This is an optimization exercise on Yosys and OpenROAD, whose aim is small area, a short achievable clock period and few clock cycles per item, not a production implementation.
The RTL was checked by simulation tests, not by an equivalence proof against the original design.
No activity file was given, so power comes from the tool's default toggle rates.

==> inputs of quartz <==
==> flow/design.v (excerpt) <==
module bcu (
    input  wire         clk,
    input  wire         rst,             
    input  wire         cmd_valid,
    output wire         cmd_ready,
    input  wire [127:0] cmd,
    output wire         rsp_valid,
    input  wire         rsp_ready,
    output wire [127:0] rsp
);
clock: 12.0 ns
lec_check: 0
abc_area: 1
cap_margin: 30
core_margin: 2
core_utilization: 40
cts_buf_list: sky130_fd_sc_hd__clkbuf_4
setup_slack_margin: 5
slew_margin: 20
tns_end_percent: 0
standard.sh (not shown) runs the stock make flow with config.mk's settings and CLKGATE_MAP_FILE= SYNTH_SCRIPT=/design/flow/synth_recipe.tcl, a recipe that flattens the netlist after the stock synthesis.
==> flow/flow/run.sh <==
#!/bin/bash
# Layout flow: the standard flow (standard.sh), except that
#  - synthesis maps the logic with the ABC script in flow/abc_area.script
#    (an area-oriented mapping) instead of ORFS's; the registers and every
#    other synthesis step are the standard synthesis's;
#  - the port buffers are sky130_fd_sc_hd__buf_1 (ORFS picks a delay cell).
# Each step's full output goes to a log file in this folder (and ORFS's own
# logs under orfs/logs).
set -euo pipefail
here=$(pwd)
rm -rf "$here/cs_scripts"
cp -r "$FLOW_HOME/scripts" "$here/cs_scripts"
cp "$here/flow/abc_area.script" "$here/cs_scripts/abc_area.script"
bash standard.sh SCRIPTS_DIR="$here/cs_scripts" ABC_AREA=1 synth > "$here/synth.log" 2>&1
bash standard.sh "BUFFER_PORTS_ARGS=-buffer_cell sky130_fd_sc_hd__buf_1" finish > "$here/layout.log" 2>&1
==> flow/flow/abc_area.script <==
strash
&get -n
&fraig -x
&put
scorr
dc2
strash
&get -n
&dc2
&synch2
&nf -R 1000
&put
buffer -c
topo
stime -c
upsize -c
dnsize -c
==> maple (differences from quartz) <==
--- a/flow/design.v
+++ b/flow/design.v
@@ -66,24 +66,21 @@
             if (need <= l) grown = {1'b0, l};
             else           grown = {1'b0, l} + {1'b0, (gap + 6'd7) & 6'b111000};
         end
     endfunction
     assign cmd_ready = ~rv | rsp_ready;
     assign rsp_valid = rv;
     wire   take      = cmd_valid & cmd_ready;
-    wire        o_entv  = r_ent & ent_valid;
-    wire [2:0]  o_size  = o_entv ? ent_size : (r_ent ? 3'd0 : r_size);
+    wire [2:0]  o_size  = r_ent ? ent_size : r_size;
     wire [5:0]  o_tlen  = r_tl ? 6'd11 + width_of(o_size) : 6'd0;
-    wire [7:0]  o_id    = o_entv ? ent_id : 8'd0;
-    wire        o_valid = o_entv;
-    wire [25:0] pos_hi1 = pos[31:6] + 26'd1;      
-    wire [6:0]  o_plo   = {1'b0, pos[5:0]} + {3'd0, r_k[1], 1'b0, r_k[0], r_k[0]};
-    wire [31:0] o_pos   = {o_plo[6] ? pos_hi1 : pos[31:6], o_plo[5:0]};
+    wire [7:0]  o_id    = r_ent ? ent_id : 8'd0;
+    wire        o_valid = r_ent & ent_valid;
+    wire [31:0] o_pos   = pos + {28'd0, r_k[1], 1'b0, r_k[0], r_k[0]};
     wire [31:0] o_off   = r_pos ? o_pos : (r_xoff ? r_x[31:0] : 32'd0);
-    wire [55:0] o_data  = r_xoff ? 56'd0 : o_entv ? {24'd0, ent_value} : r_ent ? 56'd0 : r_x;
+    wire [55:0] o_data  = r_xoff ? 56'd0 : (r_ent ? {24'd0, ent_value} : r_x);
     assign rsp = {8'd0, o_data, o_off, o_valid, 1'b0, o_tlen, 5'd0, o_size, o_id, 4'd0, r_status};
     wire [7:0]  c_op   = cmd[7:0];
     wire [15:0] c_a    = cmd[23:8];
     wire [31:0] c_off  = cmd[55:24];
     wire [7:0]  c_rsv  = cmd[63:56];
     wire [63:0] c_data = cmd[127:64];
     wire a_z = (c_a == 16'd0);
@@ -121,29 +118,22 @@
     wire s_p  = ~c_op[3] &  c_op[2] & (c_op[1] | c_op[0]);
     wire s_o  = ~c_op[3] & ~(c_op[2] & (c_op[1] | c_op[0]));
     wire s_rd =  c_op[0] & ~(c_op[3] & c_op[1]);             
     wire s_enc = ~c_op[3] & c_op[1];                          
     function [3:0] rowoh;
         input [4:0] b;
         input [2:0] j;
-        reg   [3:0] h;                   
-        reg         c;                   
+        reg   [7:0] oh;
+        reg         c;
+        reg   [1:0] r;
         begin
-            h = 4'd1 << b[4:3];
-            case (j)
-                3'd0: c = |b[2:0];
-                3'd1: c = b[2] | b[1];
-                3'd2: c = b[2] | (b[1] & b[0]);
-                3'd3: c = b[2];
-                3'd4: c = b[2] & (b[1] | b[0]);
-                3'd5: c = b[2] & b[1];
-                3'd6: c = &b[2:0];
-                default: c = 1'b0;
-            endcase
-            rowoh = c ? {h[2:0], h[3]} : h;
+            oh = 8'd1 << b[2:0];
+            c  = ~|(oh & ((8'd2 << j) - 8'd1));      
+            r  = {b[4] ^ (b[3] & c), b[3] ^ c};
+            rowoh = {r == 2'd3, r == 2'd2, r == 2'd1, r == 2'd0};
         end
     endfunction
     genvar gj;
     wire [4:0] wb_p = pos[7:3];
     wire [4:0] wb_o = c_off[7:3];
     wire [4:0] wb_b = c_off[4:0];
     wire [4:0] wb_l = len[4:0];
@@ -260,14 +250,15 @@
         end
     endgenerate
     wire [6:0]  ncls    = s_enc ? ec : dc;
     wire [6:0]  pn_lo   = ({7{ncls[0]}} & encw_e0) | ({7{ncls[1]}} & encw_e1) |
                           ({7{ncls[2]}} & encw_e2) | ({7{ncls[3]}} & encw_e3) |
                           ({7{ncls[4]}} & encw_e4) | ({7{ncls[5]}} & encw_e5) |
                           ({7{ncls[6]}} & encw_e6);
+    wire [25:0] pos_hi1 = pos[31:6] + 26'd1;
     wire [31:0] pos_new = {pn_lo[6] ? pos_hi1 : pos[31:6], pn_lo[5:0]};
     reg         n_write;                 
     reg         n_clear;                 
     reg         n_len_we;
     reg [5:0]   n_len;
     reg         n_pos_we;
     reg [31:0]  n_pos;
@@ -426,22 +417,22 @@
                 n_status = F_OVERFLOW;
             else begin
                 n_write  = 1'b1;
                 n_len_we = 1'b1;
                 n_len    = len + 6'd1;
             end
         end else if (op_pad) begin
-            if (c_a[15:6] != 10'd0 || ({1'b0, len} + {1'b0, c_a[5:0]}) > 7'd32)
+            if ({10'd0, len} + c_a > CAP)
                 n_status = F_OVERFLOW;
             else begin
                 n_len_we = 1'b1;
                 n_len    = len + c_a[5:0];
             end
         end else begin                   
-            if (c_off[31:6] != 26'd0 || c_off[5:0] >= len) begin
+            if (c_off >= {26'd0, len}) begin
                 n_status = F_ADDR_RANGE;
                 n_xoff   = 1'b1;
                 n_x      = {24'd0, c_off};
             end else
                 n_x = {48'd0, rd_win[7:0]};
         end
     end
@@ -461,39 +452,46 @@
         end
     endgenerate
     always @(posedge clk) begin
         if (rst) begin
             rv        <= 1'b0;
             len       <= 6'd8;
             pos       <= 32'd0;
+            ent_id    <= 8'd0;
+            ent_size  <= 3'd0;
+            ent_value <= 32'd0;
             ent_valid <= 1'b0;
         end else begin
             if (take) begin
                 rv <= 1'b1;
                 if (n_len_we) len <= n_len;
                 if (n_pos_we) pos <= n_pos;
-                if (n_ent_we) ent_valid <= n_ent_set;
+                if (n_ent_we) begin
+                    if (!n_ent_set) begin
+                        ent_id    <= 8'd0;
+                        ent_size  <= 3'd0;
+                        ent_value <= 32'd0;
+                        ent_valid <= 1'b0;
+                    end else if (n_ent_dec) begin
+                        ent_id    <= d_id;
+                        ent_size  <= d_sz;
+                        ent_value <= d_val;
+                        ent_valid <= 1'b1;
+                    end else begin
+                        ent_id    <= c_a[7:0];
+                        ent_size  <= enc_c;
+                        ent_value <= c_data[31:0];
+                        ent_valid <= 1'b1;
+                    end
+                end
             end else if (rsp_ready)
                 rv <= 1'b0;
         end
     end
     always @(posedge clk) begin
-        if (take && n_ent_set) begin
-            if (n_ent_dec) begin
-                ent_id    <= d_id;
-                ent_size  <= d_sz;
-                ent_value <= d_val;
-            end else begin
-                ent_id    <= c_a[7:0];
-                ent_size  <= enc_c;
-                ent_value <= c_data[31:0];
-            end
-        end
-    end
-    always @(posedge clk) begin
         if (take) begin
             r_status <= n_status;
             r_ent    <= n_ent;
             r_size   <= n_size;
             r_tl     <= n_tl;
             r_pos    <= n_rpos;
             r_k      <= n_k;
==> flow/flow/run.sh (replaced) <==
#!/bin/bash
# Layout flow: the standard flow (standard.sh), except that
#  - synthesis maps the logic with the ABC script in flow/abc_area.script
#    (an area-oriented mapping) instead of ORFS's; the registers and every
#    other synthesis step are the standard synthesis's;
#  - the port buffers are sky130_fd_sc_hd__buf_1 (ORFS picks a delay cell);
set -euo pipefail
here=$(pwd)
rm -rf "$here/cs_scripts"
cp -r "$FLOW_HOME/scripts" "$here/cs_scripts"
cp "$here/flow/abc_area.script" "$here/cs_scripts/abc_area.script"
bash standard.sh SCRIPTS_DIR="$here/cs_scripts" ABC_AREA=1 synth > "$here/synth.log" 2>&1
bash standard.sh "BUFFER_PORTS_ARGS=-buffer_cell sky130_fd_sc_hd__buf_1" SETUP_SLACK_MARGIN=6 finish > "$here/layout.log" 2>&1
==> flow/flow/abc_area.script (replaced) <==
strash
&get -n
&fraig -x
&put
scorr
dc2
strash
&get -n
&synch2
&nf -R 1000
&put
buffer -c
topo
stime -c
upsize -c
dnsize -c
CTS_BUF_LIST = not set   (was sky130_fd_sc_hd__clkbuf_4)
==> run notes <==
- quartz finished with timing, DRC and antenna clean. maple finished clean.
- Between maple and quartz, the lower worst setup slack is in maple (gap 0.10 ns).
- Global-route usage is about the same in maple and quartz.
- Between quartz and maple, the lower worst hold slack is in maple (gap 0.10 ns).
- Area after synthesis: maple is larger than quartz (about 1.9%).
- Sequential share of layout area: quartz is higher than maple (2.6 points).
- Against quartz, the combinational power of maple is higher by about 13%.
- In quartz the clock-buffer cell count is higher than in maple, by 85.
- In maple the final cell count is higher than in quartz, by 3.7%.
- Against quartz, the die area of maple is larger by 1.8%.
- In quartz the clock power is smaller than in maple, by about 14%.
- Between maple and quartz, the lower maximum frequency is in maple (gap 1.4%, measured against quartz).
==> figures <==
quantity                                                                   quartz                    maple
Layout cells sized above 1                                                  0.168                    0.168
Critical-path top delay cell                                                or4_4                 bufbuf_8
Area share of fa/ha/maj cells after synthesis                              0.0510                   0.0605
Signal arrival time at the worst endpoint                                 7.96 ns                  7.71 ns
Worst Hold Launch                                                              rv            ent_value[15]
Crit Reg-Reg Endpoint                                               ent_value[26]             ent_value[0]
Xor/xnor share of the synthesized area                                     0.0212                   0.0309
Violation count after the first detailed-route iteration                    5,447                    5,772
Post-synth EDFFs                                                              368                      325
Start of the worst register-to-register path                               len[4]                   pos[3]
Die Wd                                                                     295 um                   298 um
Critical path depth                                                            27                       23
Clock buffer count                                                            139                       54
Slack of the critical path                                                4.72 ns                  4.62 ns
Number of levels the H-tree was split into                                      3                        2
Final Core Density                                                          0.480                    0.497
Total area of sequential cells                                       11,900 sq um             11,400 sq um
Power in the clock group                                                0.00123 W                0.00143 W
TritonCTS Buffers                                                             108                       45
Reg-to-reg setup timing slack                                             4.91 ns                  4.83 ns
CTS resizes                                                                   285                      305
Number of non-clock inverters                                                 114                      102
Outcome                                                   complete, no violations  complete, no violations
Testbench counts of quartz, summed over its fixed seeds: cycles 8,054, commands 8,046.
Testbench counts of maple, summed over its fixed seeds: cycles 8,054, commands 8,046.

static timing again, ports no longer ideal:
The flow's constraints put no driver on any port. The routed layouts listed below were extracted and timed again, unchanged, in two steps.
Step 1 assumes that a clkbuf_16 drives the clock port and a buf_2 every other input.
Step 2 times the ports against the registers' clock, not the clock port: input delays grow and output delays shrink by t, the midpoint of the rising clock arrivals with the driver on.
a / b / c = ideal / step 1 / step 2; a / b = the first two.
run | t (ns) | setup slack, ns | worst setup path after step 2 | worst data-port slew with drivers (ns) | pins driven straight from the clock port
quartz | 1.012 | 4.725 / 4.765 / 3.753 | input to register | 0.14 | 1
maple | 0.674 | 4.620 / 4.668 / 3.994 | input to register | 0.11 | 1
After both steps setup and hold are still met in every run listed. For quartz, which loses most, drivers alone change the setup slack by +0.040 ns; drivers and shift together by -0.972 ns.
